Source: an optimization exercise on an open RTL-to-GDS flow (aim: small area). Production flows keep margins and buffers that such runs may drop. In this exercise RTL edits were held to simulation tests only and were not proved equivalent to the original. Power is estimated from default activity; no workload was simulated.

amber:
==> module eemon_button, before the edit <==
module eemon_button #(
  parameter [30:0] DEBOUNCE_DEFAULT = 31'd20
) (
  input  wire        clk,
  input  wire        rst,
  input  wire        ev,           
  input  wire        lvl,          
  input  wire        tick,
  input  wire        set_win,      
  input  wire [30:0] set_val,
  input  wire        drain,        
  output reg  [31:0] pending
);
  reg [30:0] window;
  reg [31:0] since_rel;
  reg [31:0] since_press;
  reg        press_v;
  reg        rel_v;
  wire        rel_ev = ev && lvl;
  wire [31:0] w1 = {1'b0, window};
  wire [31:0] w2 = {window, 1'b0};
  wire [32:0] ge_r, ge_p;
  assign ge_r[0] = 1'b1;
  assign ge_p[0] = 1'b1;
  genvar i;
  generate
    for (i = 0; i < 32; i = i + 1) begin : g_ge
      assign ge_r[i+1] = (since_rel[i]   & ~w1[i]) | ((since_rel[i]   | ~w1[i]) & ge_r[i]);
      assign ge_p[i+1] = (since_press[i] & ~w2[i]) | ((since_press[i] | ~w2[i]) & ge_p[i]);
    end
  endgenerate
  wire rel_ok   = !rel_v   || ge_r[32];
  wire press_ok = !press_v || ge_p[32];
  wire accept   = ev && !lvl && rel_ok && press_ok;
  wire [31:0] br = rel_ev ? 32'd0 : since_rel;
  wire [31:0] bp = accept ? 32'd0 : since_press;
  wire [32:0] cr, cp;
  assign cr[0] = tick;
  assign cp[0] = tick;
  generate
    for (i = 0; i < 32; i = i + 1) begin : g_inc
      assign cr[i+1] = br[i] & cr[i];
      assign cp[i+1] = bp[i] & cp[i];
    end
  endgenerate
  wire [31:0] nr = br ^ cr[31:0];
  wire [31:0] np = bp ^ cp[31:0];
  wire [31:0] bq = drain ? 32'd0 : pending;
  wire [32:0] cq;
  assign cq[0] = accept;
  generate
    for (i = 0; i < 32; i = i + 1) begin : g_pend
      assign cq[i+1] = bq[i] & cq[i];
    end
  endgenerate
  wire [31:0] nq = (bq ^ cq[31:0]) | {32{cq[32]}};
  always @(posedge clk) begin
    since_rel   <= nr;
    since_press <= np;
    if (rst) begin
      press_v <= 1'b0;
      rel_v   <= 1'b0;
      pending <= 32'd0;
      window  <= DEBOUNCE_DEFAULT;
    end else begin
      if (rel_ev)
        rel_v <= 1'b1;
      if (accept)
        press_v <= 1'b1;
      pending <= nq;
      if (set_win)
        window <= set_val;
    end
  end
endmodule
clock: 12.5 ns
lec_check: 0
abc_area: 1
cap_margin: 0
core_margin: 2
core_utilization: 60
cts_buf_list: sky130_fd_sc_hd__clkbuf_8
cts_cluster_size: 30
place_density: 0.7
slew_margin: 0
synth_memory_max_bits: 16384
run.sh (not shown) runs the stock make flow with config.mk's settings and CLKGATE_MAP_FILE= SYNTH_SCRIPT=/design/flow/synth_recipe.tcl, a recipe that flattens the netlist after the stock synthesis.
For indigo, these inputs were changed with respect to amber:
diff --git a/flow/design.v b/flow/design.v
--- a/flow/design.v
+++ b/flow/design.v
@@ -658,30 +658,28 @@
   endgenerate
   wire rel_ok   = !rel_v   || ge_r[32];
   wire press_ok = !press_v || ge_p[32];
   wire accept   = ev && !lvl && rel_ok && press_ok;
-  wire [31:0] br = rel_ev ? 32'd0 : since_rel;
-  wire [31:0] bp = accept ? 32'd0 : since_press;
   wire [32:0] cr, cp;
   assign cr[0] = tick;
   assign cp[0] = tick;
+  genvar i2;
   generate
-    for (i = 0; i < 32; i = i + 1) begin : g_inc
-      assign cr[i+1] = br[i] & cr[i];
-      assign cp[i+1] = bp[i] & cp[i];
+    for (i2 = 0; i2 < 32; i2 = i2 + 1) begin : g_inc
+      assign cr[i2+1] = since_rel[i2]   & cr[i2];
+      assign cp[i2+1] = since_press[i2] & cp[i2];
     end
   endgenerate
-  wire [31:0] nr = br ^ cr[31:0];
-  wire [31:0] np = bp ^ cp[31:0];
-  wire [31:0] bq = drain ? 32'd0 : pending;
+  wire [31:0] nr = rel_ev ? {31'd0, tick} : (since_rel   ^ cr[31:0]);
+  wire [31:0] np = accept ? {31'd0, tick} : (since_press ^ cp[31:0]);
   wire [32:0] cq;
   assign cq[0] = accept;
   generate
-    for (i = 0; i < 32; i = i + 1) begin : g_pend
-      assign cq[i+1] = bq[i] & cq[i];
+    for (i2 = 0; i2 < 32; i2 = i2 + 1) begin : g_pend
+      assign cq[i2+1] = pending[i2] & cq[i2];
     end
   endgenerate
-  wire [31:0] nq = (bq ^ cq[31:0]) | {32{cq[32]}};
+  wire [31:0] nq = drain ? {31'd0, accept} : ((pending ^ cq[31:0]) | {32{cq[32]}});
   always @(posedge clk) begin
     since_rel   <= nr;
     since_press <= np;
     if (rst) begin
Findings:
- met1 wire length went down by a few percent going from amber to indigo.
- For indigo, the highest metal layer with signal wires was met5, unlike amber, where it was met4.
- Total of fill cells in the finished design for indigo is lower than for amber.
- Between amber and indigo, the starting utilization of the core area figures differ only marginally.
- Looking only at xor-xnor portion of the synthesized cell area, and setting everything else aside, the lower value of amber and indigo goes to amber.
- Compared indigo against amber; worst hold slack within noise.
- Taking amber as the reference, in indigo first-iteration DRC count fell 974; final instance area saw a decrease; final critical delay including setup and external delays fell by 1.33 ns; combinational power has remained practically unchanged; slew at the pin with the worst max-slew slack rose by 0.0067 ns.
- indigo vs. amber: setup slack rose by 1.33 ns, area fraction in compound gates after synthesis shows a reduction of 0.86 points.


## lane 1
Another version of the RTL of eemon_core (not shown whole).
Size: about 3,800 cells after synthesis, about 730 flip-flops, about 92 I/O pins, ~38,000 sq um of cells after synthesis.
==> flow/config.mk <==
export PLATFORM = sky130hd
export DESIGN_NAME = eemon_core
export DESIGN_NICKNAME = eemon_core
export VERILOG_FILES = /design/flow/design.v
export SDC_FILE = /design/flow/constraint.sdc
export NUM_CORES = 4
export LEC_CHECK = 0
export ABC_AREA = 1
export CAP_MARGIN = 0
export CORE_MARGIN = 2
export CORE_UTILIZATION = 50
export PLACE_DENSITY = 0.6
export SLEW_MARGIN = 0
export SYNTH_MEMORY_MAX_BITS = 16384
==> flow/constraint.sdc <==
create_clock -name core_clock -period 12.5 [get_ports {clk}]
set_input_delay 2.5000 -clock core_clock [delete_from_list [all_inputs] [get_ports {clk}]]
set_output_delay 2.5000 -clock core_clock [all_outputs]
set_load 0.01 [all_outputs]
standard.sh (not shown) runs the stock make flow with config.mk's settings and CLKGATE_MAP_FILE= SYNTH_SCRIPT=/design/flow/synth_recipe.tcl, a recipe that flattens the netlist after the stock synthesis.
==> flow/flow/run.sh <==
#!/bin/bash
# The standard layout (standard.sh) with these changes:
#  - synthesis maps the logic with an area-oriented ABC script (deep
#    AIG resynthesis, then two rounds of choice computation and &nf mapping
#    with relaxed delay); the rest of synthesis, and so every register, is
#    the standard one;
#  - clock tree synthesis without dummy loads, with clkbuf_8 buffers and
#    clusters of at most 16 sinks within 70 um;
#  - port buffers of a smaller cell (every port still gets its own buffer).
# The whole flow's output goes to standard_flow.log in this folder; ORFS
# keeps each step's own log under orfs/logs/.
set -e
here=$(pwd)
rm -rf "$here/scripts"
cp -r "$FLOW_HOME/scripts" "$here/scripts"
cat > "$here/scripts/abc_area.script" <<'ABC'
&get -n
&st
&deepsyn -T 120
&dch -f
&nf -R 1000
&st
&dch -f
&nf -R 1000
&put
topo
dnsize -c
ABC
export SCRIPTS_DIR="$here/scripts"
export CTS_ARGS="-sink_clustering_enable -repair_clock_nets -dont_use_dummy_load -buf_list sky130_fd_sc_hd__clkbuf_8 -sink_clustering_size 16 -sink_clustering_max_diameter 70"
export BUFFER_PORTS_ARGS="-buffer_cell sky130_fd_sc_hd__buf_2"
bash standard.sh > standard_flow.log 2>&1
Lane 1 completed end to end with timing, DRC and antenna clean.
### lane 1 -> lane 2
diff --git a/flow/design.v b/flow/design.v
--- a/flow/design.v
+++ b/flow/design.v
@@ -872,21 +872,21 @@
       default:  rsp_val = 32'd0;
     endcase
   end
   wire is_xchg  = (op == OP_XCHG);
   wire is_rdreg = (op == OP_RDREG);
   wire byte_end = (bc == 4'd15);
   wire [7:0] wlen = is_xchg ? fa : (is_rdreg ? 8'd3 : 8'd3 + {5'd0, fmt_n});
   wire [7:0] rlen = is_xchg ? fb : (is_rdreg ? {5'd0, fmt_n} : 8'd0);
   wire [7:0] len_m1    = ((st == S_TX) || (st == S_DRAIN) ? wlen : rlen) - 8'd1;
   wire       last_byte = (kb == len_m1);
-  wire       last_word = (kb[5:0] == len_m1[7:2]);
+  wire       last_word = (kb[7:2] == len_m1[7:2]);
   wire       tx_hdr = !is_xchg && (kb < 8'd3);
   reg        hdr_bit;
   always @* begin
     case (kb[1:0])
       2'd0:    hdr_bit = is_rdreg && (bc[3:1] == 3'd0);
       2'd1:    hdr_bit = rm_addr[{1'b1, ~bc[3:1]}];
       default: hdr_bit = rm_addr[{1'b0, ~bc[3:1]}];
     endcase
   end
   wire tx_bit   = tx_hdr ? hdr_bit : rxsr[31];
@@ -983,30 +983,30 @@
               OP_ECLR: err    <= err & ~cmd_r[5:0];
               OP_IRQT: if (!irq_set) irq_flag <= 1'b0;
               OP_XCHG, OP_RDREG, OP_WRREG:
                 st <= (depth == 8'd0) ? S_BEGA : S_CSA;
               default: ;
             endcase
           end
         end
         S_DRAIN: begin
           if (cmd_valid) begin
-            kb <= kb + 8'd1;
+            kb <= kb + 8'd4;
             if (last_word) begin
               kb <= 8'd0;
               st <= (fb != 8'd0) ? S_ZRESP : S_IDLE;
             end
           end
         end
         S_ZRESP: begin
           rsp_valid <= 1'b1;
-          kb        <= kb + 8'd1;
+          kb        <= kb + 8'd4;
           if (last_word)
             st <= S_IDLE;
         end
         S_BEGA: begin
           active <= 1'b1;
           if (op == OP_BEGIN)
             depth <= 8'd1;
           st <= S_BEGB;
         end
         S_BEGB: begin
==> comparison <==
Both conditions hold for lane 1: the flow ran to the end and the final layout passed the timing, DRC and antenna checks. Lane 2 ended with every stage complete and zero timing, DRC or antenna violations. Delta (lane 2 minus lane 1): sequential cell fraction of total power saw a decrease; utilization dropped 0.25 points; slew at the pin closest to its max-slew limit saw a decrease; final critical delay including setup and external delays saw a decrease. Max synthesized cell count across lane 2 and lane 1: lane 1. Relative to lane 1, the clock network latency to the later pin of the worst-skew pair of lane 2 is lower by 20 ps. The area added between synthesis and finish of lane 2 falls short of that of lane 1 by 0.26 points. Sort lane 2 and lane 1 by summed area of non-filler cells in the final layout, descending, and lane 1 comes first.

[separate check: timing with driven ports]
How much do the figures lean on ideal ports? The routed layouts below were timed once more, with nothing changed but the port constraints. Step 1 assumes that a clkbuf_16 drives the clock port and a buf_2 every other input. Step 2 times the ports against the registers' clock, not the clock port: input delays grow and output delays shrink by t, the midpoint of the rising clock arrivals with the driver on. Three values: no drivers, after step 1, after step 2; two values: the first two.
| run | t (ns) | setup WS [ns] | worst register clock-pin slew, ns | worst slew at a driven data input, ns |
|---|---|---|---|---|
| amber | 0.865 | 0.633 / 0.633 / 0.633 | 0.07 / 0.07 | 0.09 |
| indigo | 0.824 | 1.962 / 1.962 / 1.418 | 0.07 / 0.07 | 0.15 |
| lane 1 | 0.769 | 1.151 / 1.192 / 0.423 | 0.11 / 0.11 | 0.13 |
| lane 2 | 0.756 | 1.418 / 1.457 / 0.702 | 0.11 / 0.11 | 0.11 |
After both steps every run listed still meets setup and hold. The setup slack of lane 1, which loses most, moves by +0.041 ns with the drivers and by -0.728 ns with both steps.
